Background: an optimization exercise with open tools, aiming at small area, a short achievable clock period and few clock cycles. Do not read the settings as production practice.
In this exercise RTL edits were held to simulation tests only and were not proved equivalent to the original.
Power figures rest on the tool's default switching activity, not on a simulated workload.

==> trial 40: inputs <==
Design gfr6_engine, start of the top module:
module gfr6_engine (
    input  wire        clk,
    input  wire        rst_n,
    input  wire        cmd_valid,
    output wire        cmd_ready,
    input  wire [31:0] cmd_data,
    output wire        rsp_valid,
    input  wire        rsp_ready,
    output wire [31:0] rsp_data
);
Settings: LEC_CHECK=0, ABC_AREA=1, ABC_CLOCK_PERIOD_IN_PS=3500, CAP_MARGIN=20, CORE_MARGIN=2, CORE_UTILIZATION=40, PLACE_DENSITY=0.6, SLEW_MARGIN=20; clock period 14.0 ns.
standard.sh (not shown) runs the stock make flow with config.mk's settings and CLKGATE_MAP_FILE= SYNTH_SCRIPT=/design/flow/synth_recipe.tcl, a recipe that flattens the netlist after the stock synthesis.
==> flow/flow/run.sh <==
#!/bin/bash
# The standard layout (the standard.sh, unchanged synthesis and steps),
# with ORFS's timing repair aiming for more setup slack than the default and
# the port buffers made of plain buffer cells instead of delay buffers.
set -euo pipefail
bash standard.sh SETUP_SLACK_MARGIN=10 "BUFFER_PORTS_ARGS=-buffer_cell sky130_fd_sc_hd__buf_4" finish > standard.log 2>&1
==> build 20: changes against trial 40 <==
--- a/flow/design.v
+++ b/flow/design.v
@@ -16,16 +16,49 @@
         for (i = 0; i < 8; i = i + 1)
             if (b[i]) r = r ^ ({7'd0, a} << i);
         q = r[7:0];
         for (i = 0; i < 7; i = i + 1)
             if (r[8+i]) q = q ^ rd[i];
     end
     assign p = q;
 endmodule
+module gfr6_mulcsa (
+    input  wire [7:0] a,
+    input  wire [7:0] b,
+    output wire [7:0] u,
+    output wire [7:0] w
+);
+    function [7:0] rotl(input [7:0] x, input integer n);
+        rotl = (x << n) | (x >> (8 - n));
+    endfunction
+    function [15:0] csa(input [7:0] x, input [7:0] y, input [7:0] z);
+        reg [7:0] c;
+        begin
+            c = (x & y) | (x & z) | (y & z);
+            csa = {x ^ y ^ z, c[6:0], c[7]};
+        end
+    endfunction
+    wire [7:0] pp0 = b[0] ? a          : 8'd0;
+    wire [7:0] pp1 = b[1] ? rotl(a, 1) : 8'd0;
+    wire [7:0] pp2 = b[2] ? rotl(a, 2) : 8'd0;
+    wire [7:0] pp3 = b[3] ? rotl(a, 3) : 8'd0;
+    wire [7:0] pp4 = b[4] ? rotl(a, 4) : 8'd0;
+    wire [7:0] pp5 = b[5] ? rotl(a, 5) : 8'd0;
+    wire [7:0] pp6 = b[6] ? rotl(a, 6) : 8'd0;
+    wire [7:0] pp7 = b[7] ? rotl(a, 7) : 8'd0;
+    wire [15:0] c1 = csa(pp0, pp1, pp2);
+    wire [15:0] c2 = csa(pp3, pp4, pp5);
+    wire [15:0] c3 = csa(c1[15:8], c1[7:0], c2[15:8]);
+    wire [15:0] c4 = csa(c2[7:0], pp6, pp7);
+    wire [15:0] c5 = csa(c3[15:8], c3[7:0], c4[15:8]);
+    wire [15:0] c6 = csa(c5[15:8], c5[7:0], c4[7:0]);
+    assign u = c6[15:8];
+    assign w = c6[7:0];
+endmodule
 module gfr6_booth (
     input  wire [7:0]  b,
     output wire [11:0] d
 );
     function [2:0] dig(input hi, input mid, input lo);
         begin
             dig[2] = hi & ~(mid & lo);
             dig[1] = (hi & ~mid & ~lo) | (~hi & mid & lo);
@@ -104,32 +137,20 @@
     input  wire [7:0] i,
     output wire [0:0] o
 );
     localparam [255:0] T = 256'h0228008020808008200202088000288008820228800020008200280028000000;
     assign o = T[i];
 endmodule
 module gfr6_unit (
     input  wire [7:0] i,
-    output wire       o
+    output wire [0:0] o
 );
-    wire [4:0] s = {1'b0, i[7:4]} + {1'b0, i[3:0]};
-    reg        d3, d5;
-    always @* begin
-        case (s)
-            5'd0, 5'd3, 5'd6, 5'd9, 5'd12, 5'd15, 5'd18, 5'd21, 5'd24, 5'd27, 5'd30:
-                d3 = 1'b1;
-            default: d3 = 1'b0;
-        endcase
-        case (s)
-            5'd0, 5'd5, 5'd10, 5'd15, 5'd20, 5'd25, 5'd30: d5 = 1'b1;
-            default: d5 = 1'b0;
-        endcase
-    end
-    assign o = !d3 && !d5 && (i[7:4] != i[3:0]);
+    localparam [255:0] T = 256'h6996932d865b4cb6916d32da65b4ca6996532da65b4cb6896d32da61b4c96996;
+    assign o = T[i];
 endmodule
 module gfr6_irr (
     input  wire [7:0] poly_lo,
     output wire       irr
 );
     gfr6_irr_t u_t (.i(poly_lo), .o(irr));
 endmodule
 module gfr6_logk (
@@ -157,24 +178,16 @@
     output wire [31:0] rsp_data
 );
     localparam [2:0] ST_OK       = 3'b000;
     localparam [2:0] ST_INVGEN   = 3'b001;
     localparam [2:0] ST_DIVZERO  = 3'b010;
     localparam [2:0] ST_NOTREADY = 3'b100;
     localparam [2:0] ST_LOCKED   = 3'b101;
     localparam [2:0] ST_ILLEGAL  = 3'b111;
-    localparam [2:0] F_OK     = 3'd0;
-    localparam [2:0] F_R0     = 3'd1;
-    localparam [2:0] F_B16    = 3'd2;
-    localparam [2:0] F_INVGEN = 3'd3;        
-    localparam [2:0] F_DIVZ   = 3'd4;
-    localparam [2:0] F_NOTR   = 3'd5;
-    localparam [2:0] F_LOCK   = 3'd6;
-    localparam [2:0] F_ILL    = 3'd7;
     localparam [5:0] OP_NOP     = 6'h01;
     localparam [5:0] OP_RDREG   = 6'h02;
     localparam [5:0] OP_CLRERR  = 6'h03;
     localparam [5:0] OP_SETPOLY = 6'h04;
     localparam [5:0] OP_SETGEN  = 6'h05;
     localparam [5:0] OP_BUILD   = 6'h06;
     localparam [5:0] OP_GFADD   = 6'h08;
     localparam [5:0] OP_GFMUL   = 6'h09;
@@ -214,36 +227,34 @@
                         w_op == OP_CLRERR, w_op == OP_RDREG, w_op == OP_NOP};
     wire        w_legal =
         ((w_oh[I_NOP] | w_oh[I_CLRERR] | w_oh[I_BUILD]) & w_z0) |
         (w_oh[I_RDREG] & w_z4 & (cmd_data[3:0] <= 4'd10)) |
         ((w_oh[I_SETPOLY] | w_oh[I_SETGEN] | w_oh[I_GFINV] | w_oh[I_RDLOG] |
           w_oh[I_RDEXP]) & w_z8) |
         ((w_oh[I_GFADD] | w_oh[I_GFMUL]) & w_z16) |
         (w_oh[I_GFPOW] & w_z24);
-    reg         v1, l1, g1, m1, e1, b1;
-    reg  [2:0]  f1;
+    reg         v1, l1, g1, m1, e1, b1, r01, b161;
+    reg  [2:0]  st1;
     reg  [7:0]  x1, k1;
-    reg         v2, m2, e2, b2;
-    reg  [2:0]  f2;
+    reg         v2, m2, e2, b2, r02, b162;
+    reg  [2:0]  st2;
     reg  [7:0]  l2;
     reg  [11:0] k2;          
-    reg  [7:0]  h2;          
     reg  [2:0]  step;        
-    reg         ph;          
     reg         bval;        
-    reg         v3, e3, n3;
-    reg  [2:0]  f3;
+    reg         v3, e3, n3, r03, b163;
+    reg  [2:0]  st3;
     reg  [7:0]  t3, h3;
-    reg         v4, e4;
-    reg  [2:0]  f4;
+    reg         v4, e4, r04, b164;
+    reg  [2:0]  st4;
     reg  [7:0]  t4, h4;
     reg         o_v, k_v;
-    reg  [2:0]  o_st, k_f;
-    reg         o_r0, o_b16;
+    reg  [2:0]  o_st, k_st;
+    reg         o_r0, k_r0, o_b16, k_b16;
     reg  [7:0]  o_hi, k_hi, o_lo, k_lo;
     reg         busy;        
     wire adv = !k_v;
     assign cmd_ready = rdy_q;
     assign rsp_valid = o_v;
     assign rsp_data  = {o_st[2], 1'b0, o_st[1:0], 2'b00, o_r0, 2'b00, o_r0, 1'b0,
                         o_r0, 1'b0, o_r0, o_r0, o_b16, o_hi, o_lo};
     wire [7:0]  fa    = c_q[15:8];
@@ -292,22 +303,18 @@
     wire       d_lock = c_op && tblv;
     wire       d_divz = fld && q_oh[I_GFINV] && q_zb;
     wire [2:0] d_st   = {q_ill || d_lock || d_notr, q_ill || d_divz, q_ill || d_lock};
     wire       d_b    = ok && q_oh[I_BUILD] && !tblv;
     wire       d_g    = fld && q_oh[I_GFMUL];
     wire       d_m    = s_inv || s_pow || s_log || s_exp;
     wire       d_l    = d_m || d_b;
     wire       d_e    = s_inv || s_pow || s_exp;
-    wire [2:0] d_f    = q_ill  ? F_ILL  :
-                        d_lock ? F_LOCK :
-                        d_notr ? F_NOTR :
-                        d_divz ? F_DIVZ :
-                        (s_rd && rd_r0)  ? F_R0  :
-                        (s_rd && rd_b16) ? F_B16 : F_OK;
+    wire       d_r0   = s_rd && rd_r0;
+    wire       d_b16  = s_rd && rd_b16;
     wire       d_clr  = ok && q_oh[I_CLRERR];
     wire       d_spoly = ok && q_oh[I_SETPOLY] && !tblv;
     wire       d_sgen = ok && q_oh[I_SETGEN] && !tblv;
     wire [7:0] d_x    = ({8{s_rd}} & rd_lo) |
                         ({8{ok && q_oh[I_GFADD]}} & (fa ^ fb)) |
                         ({8{d_g}} & fa) |
                         ({8{d_l}} & phix) |
                         {7'd0, fld && q_oh[I_GFPOW] && q_ze} |
@@ -316,46 +323,32 @@
                         ({8{d_g || s_exp}} & fb) |
                         {{7{s_inv}}, 1'b0} |
                         ({8{s_pow}} & emod) |
                         ({8{s_log}} & cinv);
     wire consume = c_v && adv && !busy;
     wire [7:0] logx, mulxk;
     gfr6_logk u_log  (.i(x1), .o(logx));
     gfr6_pmul u_pmul (.a(x1), .b(k1), .poly_lo(ppoly), .p(mulxk));
-    wire [11:0] kbx, kbc, kbt;
+    wire [11:0] kbx, kbc;
     gfr6_booth  u_bx (.b(b1 ? logx : k1), .d(kbx));
     gfr6_booth  u_bc (.b(cinv), .d(kbc));
-    gfr6_booth  u_bt (.b(t3), .d(kbt));
-    localparam [11:0] BOOTH_ONE = 12'b000_000_000_001;
     wire [7:0] prod;
     gfr6_mul255 u_mul (.a(l2), .d(k2), .p(prod));
     wire pirr, lunit;
     gfr6_irr  u_irr  (.poly_lo(ppoly), .irr(pirr));
     gfr6_unit u_unit (.i(l2), .o(lunit));
     wire bact   = b2 && v2;
-    wire b_done = bact && (step == 3'd6);
+    wire b_done = bact && (step == 3'd7);
     wire b_iter = bact && !b_done;
     wire [7:0] expt;
     gfr6_expk u_exp (.i(t3), .o(expt));
     wire [7:0] psit;
     gfr6_psi  u_psi (.poly_lo(ppoly), .x(t4), .y(psit));
     wire [7:0] f_lo = e4 ? psit : t4;
-    wire [2:0] fsel = k_v ? k_f : f4;
-    reg  [2:0] fst;
-    always @* begin
-        case (fsel)
-            F_INVGEN: fst = ST_INVGEN;
-            F_DIVZ:   fst = ST_DIVZERO;
-            F_NOTR:   fst = ST_NOTREADY;
-            F_LOCK:   fst = ST_LOCKED;
-            F_ILL:    fst = ST_ILLEGAL;
-            default:  fst = ST_OK;
-        endcase
-    end
     wire taken = o_v && rsp_ready;
     wire inc   = adv && v4;
     wire o_load = !o_v || taken;
     wire c_v_n  = (cmd_valid && rdy_q) || (c_v && !consume);
     wire k_v_n  = o_load ? 1'b0 : (k_v || inc);
     wire busy_n = (busy && !(adv && b_done)) || (consume && d_b);
     always @(posedge clk) begin
         if (!rst_n) begin
@@ -415,75 +408,81 @@
         if (!c_v || consume) begin
             c_q   <= cmd_data;
             q_ill <= !w_legal;
             q_oh  <= w_oh;
             q_zb  <= (cmd_data[7:0] == 8'd0);
             q_ze  <= (cmd_data[23:8] == 16'd0);
         end
         if (adv) begin
-            f1   <= d_f;
+            st1  <= d_st;
             l1   <= d_l;
             g1   <= d_g;
             m1   <= d_m;
             e1   <= d_e;
             b1   <= d_b;
+            r01  <= d_r0;
+            b161 <= d_b16;
             x1   <= d_x;
             k1   <= d_k;
             if (b_iter) begin
-                ph <= !ph;
-                if (ph) begin
-                    step <= step + 3'd1;
-                    if (step == 3'd0)
-                        bval <= lunit && pirr;
-                    if (step == 3'd5) begin
-                        cinv <= t3;
-                        l2   <= bval ? 8'd0 : gen;
-                        h2   <= bval ? 8'd0 : poly_lo;
-                        k2   <= BOOTH_ONE;
-                    end else begin
-                        l2   <= t3;
-                        k2   <= step[0] ? kbt : kbc;
-                    end
-                end
+                if (step != 3'd2)
+                    l2 <= prod;
+                if (step == 3'd0 || step == 3'd2)
+                    k2 <= kbc;
+                if (step == 3'd1 || step == 3'd6)
+                    cinv <= prod;
+                if (step == 3'd0)
+                    bval <= lunit && pirr;
+                step <= step + 3'd1;
             end else begin
-                f2   <= f1;
+                st2  <= st1;
                 m2   <= m1;
                 e2   <= e1;
                 b2   <= b1;
+                r02  <= r01;
+                b162 <= b161;
                 l2   <= l1 ? logx : (g1 ? mulxk : x1);
-                k2   <= (m1 || b1) ? kbx : BOOTH_ONE;
-                h2   <= (m1 || g1 || b1) ? 8'd0 : k1;
+                k2   <= (m1 || b1) ? kbx : {4'd0, (g1 ? 8'd0 : k1)};
                 step <= 3'd0;
-                ph   <= 1'b0;
                 if (b1 && v1)
                     cinv <= logx;
             end
             if (b_done) begin
-                f3   <= bval ? F_OK : F_INVGEN;
+                st3  <= bval ? ST_OK : ST_INVGEN;
                 e3   <= 1'b0;
                 n3   <= 1'b0;
+                r03  <= 1'b0;
+                b163 <= !bval;
+                t3   <= bval ? 8'd0 : gen;
+                h3   <= bval ? 8'd0 : poly_lo;
             end else begin
-                f3   <= f2;
+                st3  <= st2;
                 e3   <= e2;
                 n3   <= m2 && !e2;
+                r03  <= r02;
+                b163 <= b162;
+                t3   <= m2 ? prod : l2;
+                h3   <= m2 ? 8'd0 : k2[7:0];
             end
-            t3   <= prod;
-            h3   <= h2;
-            f4   <= f3;
+            st4  <= st3;
             e4   <= e3;
+            r04  <= r03;
+            b164 <= b163;
             t4   <= e3 ? expt : ((n3 && t3 == 8'hFF) ? 8'h00 : t3);
             h4   <= h3;
         end
         if (o_load) begin
-            o_st  <= fst;
-            o_r0  <= (fsel == F_R0);
-            o_b16 <= (fsel == F_B16) || (fsel == F_INVGEN);
+            o_st  <= k_v ? k_st  : st4;
+            o_r0  <= k_v ? k_r0  : r04;
+            o_b16 <= k_v ? k_b16 : b164;
             o_hi  <= k_v ? k_hi  : h4;
             o_lo  <= k_v ? k_lo  : f_lo;
         end
         if (!k_v) begin
-            k_f   <= f4;
+            k_st  <= st4;
+            k_r0  <= r04;
+            k_b16 <= b164;
             k_hi  <= h4;
             k_lo  <= f_lo;
         end
     end
 endmodule
==> flow/flow/run.sh (replaced) <==
#!/bin/bash
# The standard layout (the standard.sh, unchanged synthesis and steps),
# with ORFS's timing repair aiming for more setup slack than the default and
# the port buffers made of plain buffer cells instead of delay buffers.
set -euo pipefail
bash standard.sh SETUP_SLACK_MARGIN=9.7 "BUFFER_PORTS_ARGS=-buffer_cell sky130_fd_sc_hd__buf_4" finish > standard.log 2>&1
Settings changed: CORE_UTILIZATION 40 to 55, PLACE_DENSITY 0.6 to 0.7.
==> qor summary <==
Run status: build 20 no timing/DRC/antenna violations; trial 40 no timing/DRC/antenna violations
Floorplan Core Area: build 20 55300 um^2; trial 40 74800 um^2
Non-clock buffering overhead: build 20 3.18%; trial 40 3.40%
Number of multi-input combinational cells in the layout: build 20 3697; trial 40 3533
Area growth syn-to-layout: build 20 5.82%; trial 40 7.55%
Power Sequential: build 20 0.000965 W; trial 40 0.000951 W
Proportion of cell area occupied by registers: build 20 24.5%; trial 40 24.5%
Clk power: build 20 0.000849 W; trial 40 0.000793 W
First-iteration detailed-routing DRC count: build 20 7323; trial 40 5184
Minimum clock period: build 20 4.34 ns; trial 40 4.03 ns
Number of fillers in the final layout: build 20 5248; trial 40 8026
Routed length per placed instance: build 20 25.0 um; trial 40 24.9 um
Register cell area after layout: build 20 8010 um^2; trial 40 8000 um^2
Largest stage delay, worst path: build 20 0.58 ns; trial 40 0.44 ns
Wire length on met2: build 20 57.0 mm; trial 40 60.4 mm
Drt pass-1 iters: build 20 14; trial 40 9
Testbench counts of trial 40, summed over its fixed seeds: cycles 13,536.
Testbench counts of build 20, summed over its fixed seeds: cycles 13,376.

-- re-timing with driven ports --
In the flow no input, the clock included, has a driving cell. The finished layouts below were timed again as built, in two steps.
Step 1 (the two cells are an assumption about what drives the block):
set clk [get_ports {clk}]
set_driving_cell -lib_cell sky130_fd_sc_hd__clkbuf_16 $clk
set_driving_cell -lib_cell sky130_fd_sc_hd__buf_2 [delete_from_list [all_inputs] $clk]
Step 2 moves the port delays by t, midway between the first and last clock arrival at a register: inputs arrive t later, outputs are due t later. That takes back most of the time a late clock gives input paths.
Slacks: ideal / step 1 / step 2; pairs: ideal / step 1.
| run | shift t [ns] | slack for setup (ns) | latest minus earliest clock arrival (ns) | worst data-port slew with drivers (ns) | cell pins on the clock port's net |
|---|---|---|---|---|---|
| trial 40 | 0.639 | 9.972 / 9.915 / 9.555 | 0.069 / 0.069 | 0.04 | 1 |
| build 20 | 0.661 | 9.662 / 9.662 / 9.373 | 0.028 / 0.028 | 0.05 | 1 |
After both steps every run listed still meets setup and hold. For trial 40, which loses most, drivers alone change the setup slack by -0.057 ns; drivers and shift together by -0.417 ns.
